Context: an optimization exercise on an open-source flow, tuned for a short achievable clock period and few clock cycles per item. The choices shown serve that exercise and are no tape-out recipe. In this exercise RTL edits were held to simulation tests only and were not proved equivalent to the original. Power and IR drop assume default switching activity.

==> pepper <==
Design bbj_engine, start of the top module:
module bbj_engine (
    input  wire        clk,
    input  wire        rst,
    input  wire        frame_start,
    input  wire [1:0]  msg_kind,      
    input  wire [15:0] msg_mask,
    input  wire [15:0] step_budget,   
    output reg  [2:0]  run_state,     
    output reg         frame_done,
    output reg         mem_req,
    output reg         mem_we,
    output reg  [23:0] mem_addr,
    output reg  [7:0]  mem_wdata,
    input  wire        mem_ready,
    input  wire        mem_rvalid,
    input  wire [7:0]  mem_rdata,
    output wire        pix_valid,
    input  wire        pix_ready,
    output wire [23:0] pix_rgb
);
    localparam NI  = 64;              
    localparam NIB = 6;
    localparam ND  = 64;              
    localparam NDB = 6;
    localparam RS_IDLE    = 3'd1;
    localparam RS_RUNNING = 3'd2;
    localparam RS_HALTED  = 3'd4;
    localparam P_IDLE = 3'd0;
    localparam P_HALT = 3'd1;
    localparam P_INJ  = 3'd2;    
    localparam P_SEED = 3'd3;    
    localparam P_STEP = 3'd4;    
    localparam P_VID  = 3'd5;    
    localparam P_PIX  = 3'd6;    
    reg [2:0]  phase;
    reg [15:0] mask;
    reg        inj;               
    reg [1:0]  sq_iss, sq_rcv;    
    reg        vid_iss;           
    reg        rv_q;
    reg [7:0]  rd_q;
    reg        s_v;
    reg        s_we;
    reg [23:0] s_addr;
    reg [7:0]  s_wdata;
    wire       can_put = !s_v;
    reg        va;                
    reg [23:0] pca;
    reg [16:0] steps_a;           
    reg        vb;                
    reg [23:0] srcb, dstb;
    reg        wv;
    reg [23:0] wa;
    reg [7:0]  wd;
    reg [19:0] wa_hm1;            
    reg        wa_hm1_ok;         
    reg            ifull, dfull;
    reg [15:0]     lfsr;
    reg [NI-1:0]   iv;
    reg [NIB-1:0]  irr;
    reg [ND-1:0]   dv;
    reg [NDB-1:0]  drr;
    reg        ifill;             
    reg [3:0]  fi_n;              
    reg [3:0]  fi_iss, fi_rcv;    
    reg        dfill;             
    reg        df_iss;
    wire fi_tail      = (fi_rcv >= fi_n);
    wire ifill_wr     = ifill && (fi_rcv != 4'd9) && (fi_tail || rv_q);
    wire ifill_commit = ifill && (fi_rcv == 4'd9);
    wire dfill_commit = dfill && df_iss && rv_q;
    wire [7:0] wbus = (ifill || dfill) ? (fi_tail && ifill ? 8'd0 : rd_q) : wd;
    wire [NI-1:0]    imatch;
  ...
export LEC_CHECK = 0
export CAP_MARGIN = 30
export CELL_PAD_IN_SITES_DETAIL_PLACEMENT = 1
export CELL_PAD_IN_SITES_GLOBAL_PLACEMENT = 2
export CORE_MARGIN = 2
export CORE_UTILIZATION = 30
export PLACE_DENSITY = 0.4
export SETUP_SLACK_MARGIN = 3
export SLEW_MARGIN = 45
export TNS_END_PERCENT = 5
create_clock -name core_clock -period 8.0 [get_ports {clk}]
run.sh (not shown) runs the stock make flow with config.mk's settings and CLKGATE_MAP_FILE= SYNTH_SCRIPT=/design/flow/synth_recipe.tcl, a recipe that flattens the netlist after the stock synthesis.
==> inputs of xenon, as changes to pepper <==
--- a/flow/design.v
+++ b/flow/design.v
@@ -14,18 +14,18 @@
     input  wire        mem_ready,
     input  wire        mem_rvalid,
     input  wire [7:0]  mem_rdata,
     output wire        pix_valid,
     input  wire        pix_ready,
     output wire [23:0] pix_rgb
 );
-    localparam NI  = 64;              
-    localparam NIB = 6;
-    localparam ND  = 64;              
-    localparam NDB = 6;
+    localparam NI  = 80;              
+    localparam NIB = 7;
+    localparam ND  = 80;              
+    localparam NDB = 7;
     localparam RS_IDLE    = 3'd1;
     localparam RS_RUNNING = 3'd2;
     localparam RS_HALTED  = 3'd4;
     localparam P_IDLE = 3'd0;
     localparam P_HALT = 3'd1;
     localparam P_INJ  = 3'd2;    
     localparam P_SEED = 3'd3;    
@@ -50,16 +50,14 @@
     reg        vb;                
     reg [23:0] srcb, dstb;
     reg        wv;
     reg [23:0] wa;
     reg [7:0]  wd;
     reg [19:0] wa_hm1;            
     reg        wa_hm1_ok;         
-    reg            ifull, dfull;
-    reg [15:0]     lfsr;
     reg [NI-1:0]   iv;
     reg [NIB-1:0]  irr;
     reg [ND-1:0]   dv;
     reg [NDB-1:0]  drr;
     reg        ifill;             
     reg [3:0]  fi_n;              
     reg [3:0]  fi_iss, fi_rcv;    
@@ -296,17 +294,14 @@
             wd         <= 8'd0;
             wa_hm1     <= 20'd0;
             wa_hm1_ok  <= 1'b0;
             iv         <= {NI{1'b0}};
             dv         <= {ND{1'b0}};
             irr        <= {NIB{1'b0}};
             drr        <= {NDB{1'b0}};
-            ifull      <= 1'b0;
-            dfull      <= 1'b0;
-            lfsr       <= 16'hace1;
             ifill      <= 1'b0;
             fi_n       <= 4'd0;
             fi_iss     <= 4'd0;
             fi_rcv     <= 4'd0;
             dfill      <= 1'b0;
             df_iss     <= 1'b0;
             pix_iss    <= 16'd0;
@@ -319,15 +314,14 @@
             pf_cnt     <= 4'd0;
             rv_q       <= 1'b0;
             rd_q       <= 8'd0;
             imiss_q    <= 1'b0;
             dmiss_q    <= 1'b0;
         end else begin
             frame_done <= 1'b0;
-            lfsr       <= {lfsr[14:0], lfsr[15] ^ lfsr[13] ^ lfsr[12] ^ lfsr[10]};
             rv_q       <= mem_rvalid;
             rd_q       <= mem_rdata;
             imiss_q    <= imiss && !ifill_start;
             dmiss_q    <= dmiss && !dfill_start;
             if (!mem_req || mem_ready) begin
                 if (s_v) begin
                     mem_req   <= 1'b1;
@@ -365,16 +359,14 @@
                         inj       <= 1'b0;
                         sq_iss    <= 2'd0;
                         sq_rcv    <= 2'd0;
                         iv        <= {NI{1'b0}};
                         dv        <= {ND{1'b0}};
                         irr       <= {NIB{1'b0}};
                         drr       <= {NDB{1'b0}};
-                        ifull     <= 1'b0;
-                        dfull     <= 1'b0;
                         va        <= 1'b0;
                         vb        <= 1'b0;
                         ifill     <= 1'b0;
                         dfill     <= 1'b0;
                         phase     <= (msg_kind == 2'd1) ? P_INJ : P_SEED;
                     end
                 end
@@ -419,17 +411,15 @@
                     df_iss <= 1'b0;
                 end
                 if (df_put)
                     df_iss <= 1'b1;
                 if (dfill_commit) begin
                     dfill   <= 1'b0;
                     dv[drr] <= 1'b1;
-                    drr     <= dfull ? lfsr[NDB-1:0] : drr + 1'b1;
-                    if (drr == ND - 1)
-                        dfull <= 1'b1;
+                    drr     <= (drr == ND - 1) ? {NDB{1'b0}} : drr + 1'b1;
                 end
                 if (ifill_start) begin
                     ifill  <= 1'b1;
                     fi_iss <= 4'd0;
                     fi_rcv <= 4'd0;
                     iv[irr] <= 1'b0;
                     fi_n   <= (pca[23:4] == 20'hfffff && pca[3]) ? (4'd0 - pca[3:0]) : 4'd9;
@@ -437,17 +427,15 @@
                 if (if_put)
                     fi_iss <= fi_iss + 4'd1;
                 if (ifill_wr)
                     fi_rcv <= fi_rcv + 4'd1;
                 if (ifill_commit) begin
                     ifill   <= 1'b0;
                     iv[irr] <= 1'b1;
-                    irr     <= ifull ? lfsr[NIB+7:8] : irr + 1'b1;
-                    if (irr == NI - 1)
-                        ifull <= 1'b1;
+                    irr     <= (irr == NI - 1) ? {NIB{1'b0}} : irr + 1'b1;
                 end
             end
             P_VID: begin
                 if (vid_put)
                     vid_iss <= 1'b1;
                 if (rv_q) begin
                     bank         <= rd_q;
Settings changed: CAP_MARGIN 30 to 20, SLEW_MARGIN 45 to 20.
==> comparison table <==
                                                                                  xenon      pepper
Outcome                                                          finished with violations  timing/DRC/antenna clean
Reasons for failing layout checks                                              slew limit           -
Insertion delay of the later-clocked pin in the worst-skew pair                   1.46 ns     1.42 ns
Achievable frequency                                                              172 MHz     178 MHz
Sequential Power                                                                  62.1 mW     50.1 mW
Post-Syn Area                                                                  0.513 mm^2  0.414 mm^2
Worst hold endpoint                                                               mask[9]     lfsr[7]
Switching power as a share of total power                                           0.240       0.225
Post-CTS sizing                                                                      1566         647
Slowest cell delay on critical path                                               1.16 ns     0.61 ns
Clock share of power                                                                0.483       0.500
Proportion of power drawn by combinational gates                                    0.044       0.017
Area added between synthesis and finish                                             25.2%       24.5%
Crit-path max FO                                                                        8          36
Testbench counts of pepper, summed over its fixed seeds: cycles 1,240,226, frames 8.
Testbench counts of xenon, summed over its fixed seeds: cycles 1,060,776, frames 8.

[port drivers added, routing unchanged]
No port has a modelled driver above. Below, the same layouts with a new extraction and two added sets of constraints.
Step 1 assumes that a clkbuf_16 drives the clock port and a buf_2 every other input.
Step 2, shift: input delay + t, output delay - t, t = (earliest + latest rising clock arrival at the registers) / 2. This alone moves slack from input paths to output paths.
a / b / c = ideal ports / drivers / drivers and shift; a / b = the first two.
run	t, ns	setup WS [ns]	worst slew at a driven data input, ns
pepper	1.501	2.396 / 2.396 / 2.396	0.12
xenon	1.578	2.169 / 2.169 / 1.572	0.11
The setup slack of xenon, which loses most, moves by 0.000 ns with the drivers and by -0.597 ns with both steps.
